This is an optimization exercise on Yosys and OpenROAD, whose aim is small area, not a production implementation. The RTL was checked by simulation tests, not by an equivalence proof against the original design. Power figures rest on the tool's default switching activity, not on a simulated workload.

==> design.v <==
module emlc_link (
    input  wire        clk,
    input  wire        rst,         
    input  wire        cmd_valid,
    input  wire [31:0] cmd_data,
    output wire        cmd_ready,
    input  wire [7:0]  csr_idx,
    output reg  [15:0] csr_rdata,
    output reg         sclk,
    output reg         mosi,
    input  wire        miso
);
    localparam integer T_START   = 8;    
    localparam integer T_SETUP   = 2;    
    localparam integer T_HOLD    = 2;    
    localparam integer BUF_WORDS = 64;
    localparam integer REC_WORDS = 23;   
    localparam integer CRC_IDX   = REC_WORDS - 1;
    localparam integer CRC_BYTES = 2 * REC_WORDS - 2;
    localparam [7:0] OP_NOP      = 8'h00;
    localparam [7:0] OP_XFER     = 8'h01;
    localparam [7:0] OP_WRREG    = 8'h02;
    localparam [7:0] OP_RDREG    = 8'h03;
    localparam [7:0] OP_CKSCLR   = 8'h10;
    localparam [7:0] OP_CKSFOLD  = 8'h11;
    localparam [7:0] OP_WRBLK    = 8'h12;
    localparam [7:0] OP_RDBLK    = 8'h13;
    localparam [7:0] OP_CRCCLR   = 8'h30;
    localparam [7:0] OP_CRCBYTE  = 8'h31;
    localparam [7:0] OP_CRCREC   = 8'h32;
    localparam [7:0] OP_RECVALID = 8'h33;
    localparam [7:0] OP_RECSEAL  = 8'h34;
    localparam [7:0] OP_BUFRD    = 8'h40;
    localparam [7:0] OP_BUFWR    = 8'h41;
    localparam [7:0] OP_RECRD    = 8'h42;
    localparam [7:0] OP_RECWR    = 8'h43;
    localparam [3:0] CODE_OK      = 4'd0;
    localparam [3:0] CODE_ILLEGAL = 4'd1;
    localparam [3:0] CODE_INVALID = 4'd5;
    localparam [3:0] S_IDLE    = 4'd0;
    localparam [3:0] S_DECODE  = 4'd1;
    localparam [3:0] S_FRAME   = 4'd2;   
    localparam [3:0] S_START   = 4'd3;   
    localparam [3:0] S_BIT_LO  = 4'd4;   
    localparam [3:0] S_BIT_HI  = 4'd5;   
    localparam [3:0] S_BYTE    = 4'd6;   
    localparam [3:0] S_CRC     = 4'd7;   
    localparam [3:0] S_CRC_END = 4'd8;
    function [15:0] fold;
        input [15:0] acc;
        input [15:0] w;
        begin
            fold[15:8] = acc[15:8] ^ w[15:8] ^ w[7:0];
            fold[7:0]  = acc[7:0] + w[15:8] + w[7:0];
        end
    endfunction
    function [15:0] crc_step;
        input [15:0] crc;
        input [7:0]  b;
        integer j;
        reg [15:0] c;
        begin
            c = crc ^ {b, 8'h00};
            for (j = 0; j < 8; j = j + 1)
                c = c[15] ? ((c << 1) ^ 16'h1021) : (c << 1);
            crc_step = c;
        end
    endfunction
    reg [3:0]  state;
    reg [31:0] cmd;           
    reg [3:0]  code;          
    reg [15:0] result;
    reg [15:0] cks;
    reg [15:0] crc;
    reg        miso_last;
    reg [15:0] buf_mem [0:BUF_WORDS-1];
    reg [15:0] rec_mem [0:REC_WORDS-1];
    reg [7:0]  txsr;
    reg [7:0]  rxsr;
    reg [2:0]  bitcnt;
    reg [3:0]  dly;           
    reg [1:0]  byte_idx;      
    reg [7:0]  rx_hi;         
    reg [5:0]  k;             
    reg [15:0] wdata;         
    reg [5:0]  crc_pos;       
    wire [7:0]  op    = cmd[31:24];
    wire [7:0]  a     = cmd[23:16];
    wire [15:0] d     = cmd[15:0];
    wire [7:0]  first = cmd[23:16];
    wire [7:0]  last  = cmd[7:0];
    wire [7:0]  nm1   = last - first;       
    wire is_block = (op == OP_WRBLK) || (op == OP_RDBLK);
    wire frame_rd = (op == OP_RDREG) || (op == OP_RDBLK);
    wire [7:0] frame_addr = first + {2'b00, k};
    assign cmd_ready = (state == S_IDLE);
    reg legal;
    always @(*) begin
        case (op)
            OP_NOP:      legal = (a == 8'h00) && (d == 16'h0000);
            OP_XFER:     legal = (a == 8'h00) && (d[15:8] == 8'h00);
            OP_WRREG:    legal = 1'b1;
            OP_RDREG:    legal = (d == 16'h0000);
            OP_CKSCLR:   legal = (a == 8'h00) && (d == 16'h0000);
            OP_CKSFOLD:  legal = (a == 8'h00);
            OP_WRBLK,
            OP_RDBLK:    legal = (d[15:8] == 8'h00) && (last >= first) &&
                                 (nm1 < BUF_WORDS);
            OP_CRCCLR:   legal = (a == 8'h00) && (d == 16'h0000);
            OP_CRCBYTE:  legal = (a == 8'h00) && (d[15:8] == 8'h00);
            OP_CRCREC,
            OP_RECVALID,
            OP_RECSEAL:  legal = (a == 8'h00) && (d == 16'h0000);
            OP_BUFRD:    legal = (d == 16'h0000) && (a < BUF_WORDS);
            OP_BUFWR:    legal = (a < BUF_WORDS);
            OP_RECRD:    legal = (d == 16'h0000) && (a < REC_WORDS);
            OP_RECWR:    legal = (a < REC_WORDS);
            default:     legal = 1'b0;
        endcase
    end
    wire [15:0] crc_word = rec_mem[crc_pos[5:1]];
    wire [7:0]  crc_byte = crc_pos[0] ? crc_word[15:8] : crc_word[7:0];
    wire [15:0] crc_next = crc_step(crc, crc_byte);
    wire [15:0] rx_word  = {rx_hi, rxsr};
    always @(posedge clk) begin
        if (rst) begin
            state     <= S_IDLE;
            code      <= CODE_OK;
            result    <= 16'h0000;
            cks       <= 16'h0000;
            crc       <= 16'h0000;
            sclk      <= 1'b1;
            mosi      <= 1'b0;
            miso_last <= 1'b0;
        end else begin
            case (state)
            S_IDLE: begin
                if (cmd_valid) begin
                    cmd   <= cmd_data;
                    state <= S_DECODE;
                end
            end
            S_DECODE: begin
                state <= S_IDLE;
                code  <= CODE_OK;
                if (!legal) begin
                    code <= CODE_ILLEGAL;
                end else begin
                    case (op)
                    OP_XFER: begin
                        sclk   <= 1'b0;
                        mosi   <= d[7];
                        txsr   <= {d[6:0], 1'b0};
                        bitcnt <= 3'd0;
                        dly    <= 4'd0;
                        state  <= S_BIT_LO;
                    end
                    OP_WRREG, OP_RDREG, OP_WRBLK, OP_RDBLK: begin
                        k     <= 6'd0;
                        state <= S_FRAME;
                        if (is_block)
                            cks <= 16'h0000;
                    end
                    OP_CKSCLR:  cks <= 16'h0000;
                    OP_CKSFOLD: begin
                        cks    <= fold(cks, d);
                        result <= fold(cks, d);
                    end
                    OP_CRCCLR:  crc <= 16'h0000;
                    OP_CRCBYTE: begin
                        crc    <= crc_step(crc, d[7:0]);
                        result <= crc_step(crc, d[7:0]);
                    end
                    OP_CRCREC, OP_RECVALID, OP_RECSEAL: begin
                        crc     <= 16'h0000;
                        crc_pos <= 6'd0;
                        state   <= S_CRC;
                    end
                    OP_BUFRD: result <= buf_mem[a[5:0]];
                    OP_BUFWR: buf_mem[a[5:0]] <= d;
                    OP_RECRD: result <= rec_mem[a[4:0]];
                    OP_RECWR: rec_mem[a[4:0]] <= d;
                    default: ;
                    endcase
                end
            end
            S_FRAME: begin
                sclk     <= 1'b0;
                dly      <= 4'd0;
                byte_idx <= 2'd0;
                if (op == OP_WRBLK)
                    wdata <= buf_mem[k];
                else
                    wdata <= d;
                state    <= S_START;
            end
            S_START: begin
                if (dly == T_START - 1) begin
                    mosi   <= frame_rd ? 1'b1 : frame_addr[7];
                    txsr   <= {frame_addr[6:0], 1'b0};
                    bitcnt <= 3'd0;
                    dly    <= 4'd0;
                    state  <= S_BIT_LO;
                end else begin
                    dly <= dly + 4'd1;
                end
            end
            S_BIT_LO: begin
                if (dly == T_SETUP - 1) begin
                    rxsr      <= {rxsr[6:0], miso};
                    miso_last <= miso;
                    sclk      <= 1'b1;
                    dly       <= 4'd0;
                    state     <= S_BIT_HI;
                end else begin
                    dly <= dly + 4'd1;
                end
            end
            S_BIT_HI: begin
                if (dly == T_HOLD - 1) begin
                    dly <= 4'd0;
                    if (bitcnt == 3'd7) begin
                        state <= S_BYTE;
                    end else begin
                        bitcnt <= bitcnt + 3'd1;
                        sclk   <= 1'b0;
                        mosi   <= txsr[7];
                        txsr   <= {txsr[6:0], 1'b0};
                        state  <= S_BIT_LO;
                    end
                end else begin
                    dly <= dly + 4'd1;
                end
            end
            S_BYTE: begin
                if (op == OP_XFER) begin
                    result <= {8'h00, rxsr};
                    state  <= S_IDLE;
                end else if (byte_idx == 2'd0) begin
                    byte_idx <= 2'd1;
                    sclk     <= 1'b0;
                    mosi     <= frame_rd ? 1'b0 : wdata[15];
                    txsr     <= frame_rd ? 8'h00 : {wdata[14:8], 1'b0};
                    bitcnt   <= 3'd0;
                    state    <= S_BIT_LO;
                end else if (byte_idx == 2'd1) begin
                    rx_hi    <= rxsr;
                    byte_idx <= 2'd2;
                    sclk     <= 1'b0;
                    mosi     <= frame_rd ? 1'b0 : wdata[7];
                    txsr     <= frame_rd ? 8'h00 : {wdata[6:0], 1'b0};
                    bitcnt   <= 3'd0;
                    state    <= S_BIT_LO;
                end else begin
                    case (op)
                    OP_RDREG: begin
                        result <= rx_word;
                        state  <= S_IDLE;
                    end
                    OP_WRBLK: begin
                        cks <= fold(cks, wdata);
                        if ({2'b00, k} == nm1) begin
                            result <= fold(cks, wdata);
                            state  <= S_IDLE;
                        end else begin
                            k     <= k + 6'd1;
                            state <= S_FRAME;
                        end
                    end
                    OP_RDBLK: begin
                        buf_mem[k] <= rx_word;
                        cks <= fold(cks, rx_word);
                        if ({2'b00, k} == nm1) begin
                            result <= fold(cks, rx_word);
                            state  <= S_IDLE;
                        end else begin
                            k     <= k + 6'd1;
                            state <= S_FRAME;
                        end
                    end
                    default: state <= S_IDLE;    
                    endcase
                end
            end
            S_CRC: begin
                crc     <= crc_next;
                crc_pos <= crc_pos + 6'd1;
                if (crc_pos == CRC_BYTES - 1)
                    state <= S_CRC_END;
            end
            S_CRC_END: begin
                result <= crc;
                state  <= S_IDLE;
                if (op == OP_RECSEAL)
                    rec_mem[CRC_IDX] <= crc;
                if (op == OP_RECVALID && crc != rec_mem[CRC_IDX])
                    code <= CODE_INVALID;
            end
            default: state <= S_IDLE;
            endcase
        end
    end
    always @(*) begin
        case (csr_idx)
            8'h00:   csr_rdata = {12'h000, code};
            8'h01:   csr_rdata = result;
            8'h02:   csr_rdata = cks;
            8'h03:   csr_rdata = crc;
            8'h04:   csr_rdata = {13'h0000, miso_last, mosi, sclk};
            default: csr_rdata = 16'h0000;
        endcase
    end
endmodule
==> run.sh <==
#!/bin/bash
# synth_recipe.tcl (not shown) runs the flow's synth.tcl, then flattens the netlist and writes it again
# the make line also repeats each setting of config.mk as NAME=value (left out here)
make -C /OpenROAD-flow-scripts/flow DESIGN_CONFIG=/design/flow/config.mk WORK_HOME=/design/flow/orfs CLKGATE_MAP_FILE= SYNTH_SCRIPT=/design/flow/synth_recipe.tcl finish
==> config.mk <==
export PLATFORM = sky130hd
export DESIGN_NAME = emlc_link
export DESIGN_NICKNAME = emlc_link
export VERILOG_FILES = /design/flow/design.v
export SDC_FILE = /design/flow/constraint.sdc
export NUM_CORES = 4
export LEC_CHECK = 0
export CAP_MARGIN = 20
export CORE_MARGIN = 2
export CORE_UTILIZATION = 40
export SLEW_MARGIN = 20
==> constraint.sdc <==
create_clock -name core_clock -period 10.0 [get_ports {clk}]
set_input_delay 2.0000 -clock core_clock [delete_from_list [all_inputs] [get_ports {clk}]]
set_output_delay 2.0000 -clock core_clock [all_outputs]
set_load 0.01 [all_outputs]
==> reports/metrics.yaml <==
status:
  status: "complete, no violations"
setup_path:
  required_ns: 8.00
  crit_buf_inv: 2
  startpoint_type: "primary input"
  r2r_start: "cmd[0]"
  reg2reg_to: "rec_mem[9][10]"
  endpoint_kind: "output port"
  reg2reg_depth: 14
  cp_top_family: "buffers and inverters"
  cpMaxStageDelayCell: "clkdlybuf4s50_1"
  r2r_setup_slack_ns: 4.31
  slowest_delay_ns: 0.99
  cp_cell_sequence: "clkdlybuf4s50_1 -> nor2b_1 -> a22oi_1 -> nor2_1 -> a31oi_1 -> nor2_1 -> clkdlybuf4s50_1"
  path_max_fanout: 18
  critical_path_arrival_ns: 4.94
  worst-setup-path-type: "in2out"
final_layout:
  register_area_sq_mm: 0.04608
  drive_gt1_frac: 0.3238
  multi_input_area_sq_mm: 0.02946
  fin_area_sq_mm: 0.08585
  area_delta_synth_final_pct: 11.95
  final_util: 0.4509
  nets: 4397
  nFillCells: 16195
clocking:
  clock_latency_ns: 0.81
  cts_resized: 0
  cts.sinks: 1558
  root_buffer: "clkbuf_16"
  hold_buffers: 0
  cts_tree: "done"
  cts_buffer_depth: 3
  clkTransAtPathRegs_ns: 0.06
  cts_buffers: 168
  cts_setup_buffers: 0
  cts_max_level: 4
logic_synthesis:
  synth.most_common_cell: "edfxtp_1"
  yosys.area.top_type: "edfxtp_1"
  ys_ff_latch: 1558
  synth_top_area_share: 0.5811
  syn_area_sq_mm: 0.07669
  syn_inst: 4227
  seq_area_frac_synth: 0.6004
  synth.avg_cell_area_sq_um: 18.14
  async_flop_share: 0
  ys_types: 86
  synth_edf_count: 1484
  syn-num-nets: 4335
  ys.flop_type: "edfxtp_1"
  synthTopCellsByArea: "edfxtp_1, mux4_2, dfxtp_1"
  ys_top_cells_by_count: "edfxtp_1, mux4_2, nor2_1"
  ys.warnings.count: 1
power_and_ir_drop:
  p_int_mw: 12.01
  p_sw_frac: 0.2771
  p_comb_frac: 0.187
  switchingPower_mw: 4.605
  ir_worst_vdd_mv: 0.1876
  pwr-share-seq: 0.453
  power_frac_clock: 0.360
  p_leak_nw: 26.66
  p_per_area_mw_per_mm2: 193.6
worst_hold_path:
  hold_path_class: "reg2reg"
  hold_depth: 2
  min_to: "miso_last"
  hp-start: "miso_last"
sta:
  fin_skew_ns: 0.03207
  relSlewSlack: 0.2308
  report.final.slew_viol_count: 0
  tns_ns: 0
  max_freq_ghz: 0.1442
  setup_viol: 0
  rsz0062_at_grt: "false"
  worst_pin_slew_ns: 1.154
  period_needed_ns: 6.935
  fin_crit_sh: 0.6935
  hold_violations: 0
drt:
  num_vias: 44267
  drt-initial-drc-count: 6194
  drt-pass1-iter-count: 7
  wl_um: 236800
  routedWlPerCell_um: 34.18
  ant_nets: 0
  vias_per_cell: 6.391
  drc: 0
floorplanning:
  die-area_sq_mm: 0.1952
  start_util: 0.4028
  io_pins: 63
  num_rows: 160
  core_region_area_sq_mm: 0.1904
  fp.dieH_um: 441.9
  die_w_um: 441.9
global_routing:
  grt_pass1_wl_um: 337200
  grtUsageTotal: 0.2413
  grt_remaining_overflow: 0
  antenna_found_initial: 7
  grt_max_degree: 86
  first_global_vias: 44190
place:
  hpwl_um: 156100
  port_buffers: 62
  place_area_sq_mm: 0.08067
  gp_congestion: 0.9623
job:
  drv_cap: 0
-- power by group through the flow --
stage	combinational, mW	sequential (mW)	clock [mW]
6_report	3.11	7.53	5.98
5_1_grt	3.25	7.53	6.31
4_1_cts	3.11	7.53	6.05
3_5_place_dp	3.10	7.66	0
3_3_place_gp	3.09	7.66	0
2_1_floorplan	2.07	7.52	0
-- tightest hold or removal path, stage by stage (launching register included) --
cell	delay, ns
dfxtp_1	0.33
mux2i_1	0.13
nor2_1	0.05
-- kinds of logic after synthesis --
group,share of synthesized area
AND/OR/NAND/NOR,0.03629
flip-flops,0.6004
XOR/XNOR,0.01589
buffers and inverters,0.02036
AO/OA/AOI/OAI,0.04030
multiplexers,0.2738
adder cells (fa/ha/maj),0.01299
-- layer usage --
layer	vias up	GRT usage	wire, um
met5	-	0	13
met4	2	0.1041	11510
met3	432	0.04431	20010
met2	2277	0.3852	113300
met1	23581	0.3255	92010
li1	17975	-	-
-- registers in the layout, indices dropped and copies added (netlist names), named ones only --
name       count
sclk           1
k              6
cks           16
crc           16
bitcnt         3
miso_last      1
dly            4
crc_pos        6
mosi           1
state          4
cmd           32
result        16
wdata         16
txsr           7
code           2
buf_mem     1024
rec_mem      368
rx_hi          8
byte_idx       2
rxsr           8
-- cells in the final DEF (no fill, tap or decap), drive strengths merged, types with 14 or more instances in the layout --
cell,count
a31oi,31
xnor2,88
a211oi,29
o21ai,87
xor2,46
nor3,31
nor2,214
mux2i,104
and3,14
buf,157
clkbuf,218
nor4,18
nand4,16
a22oi,31
nand2,208
clkinv,55
nand3,46
mux2,76
a21oi,97
fa,26
dfxtp,74
a311oi,22
a221oi,14
ha,38
o22ai,16
nor2b,15
clkdlybuf4s50,61
inv,48
edfxtp,1484
o211ai,21
mux4,848
-- through the flow --
step,power (mW),cells,setup WS [ns],hold slack [ns]
finish,16.62,6927,3.065,0.5563
floorplan,9.592,4227,4.271,0.4630
global route,17.08,6925,2.953,0.5780
global placement,10.75,6627,3.225,0.5468
CTS,16.69,6922,3.101,0.5579
detailed placement,10.77,6628,3.096,0.5470
-- layout make-up --
class / count / area share
diodes: 3 / 0.00008745
clock buffers: 217 / 0.05172
clock inverters: 77 / 0.007914
inverters: 40 / 0.001807
multi-input cells: 2302 / 0.3432
flip-flops and latches: 1558 / 0.5368
well taps: 2511 / 0.03660
repair buffers: 219 / 0.02188
-- worst max-delay path by stage --
| stage | start | end | slack [ns] | depth (start not counted) |
|---|---|---|---|---|
| floorplan | rst | buf_mem[0][0] | 4.27 | 5 |
| CTS | csr_idx[0] | csr_rdata[1] | 3.10 | 7 |
| finish | csr_idx[0] | csr_rdata[1] | 3.06 | 7 |
| detailed placement | csr_idx[0] | csr_rdata[1] | 3.10 | 7 |
| global route | csr_idx[0] | csr_rdata[1] | 2.95 | 7 |
| global placement | csr_idx[0] | csr_rdata[1] | 3.23 | 7 |

static timing again, ports no longer ideal:
Ports are ideal in the flow. The routed layout listed here was re-timed in OpenROAD.
Step 1 (the two cells are an assumption about what drives the block):
set clk [get_ports {clk}]
set_driving_cell -lib_cell sky130_fd_sc_hd__clkbuf_16 $clk
set_driving_cell -lib_cell sky130_fd_sc_hd__buf_2 [delete_from_list [all_inputs] $clk]
Step 2 also shifts input and output timing later by t, the mid clock arrival at the registers, as if the neighbouring blocks saw the same clock.
Slacks: ideal ports / drivers / drivers and shift; pairs: ideal ports / drivers.
t, ns: 0.877
setup WS [ns]: 3.065 / 3.036 / 3.036
worst register clock-pin slew, ns: 0.07 / 0.07
worst slew at a driven data input, ns: 0.09
After both steps setup and hold are still met in this run. For this run, drivers alone change the setup slack by -0.029 ns; drivers and shift together by -0.029 ns.
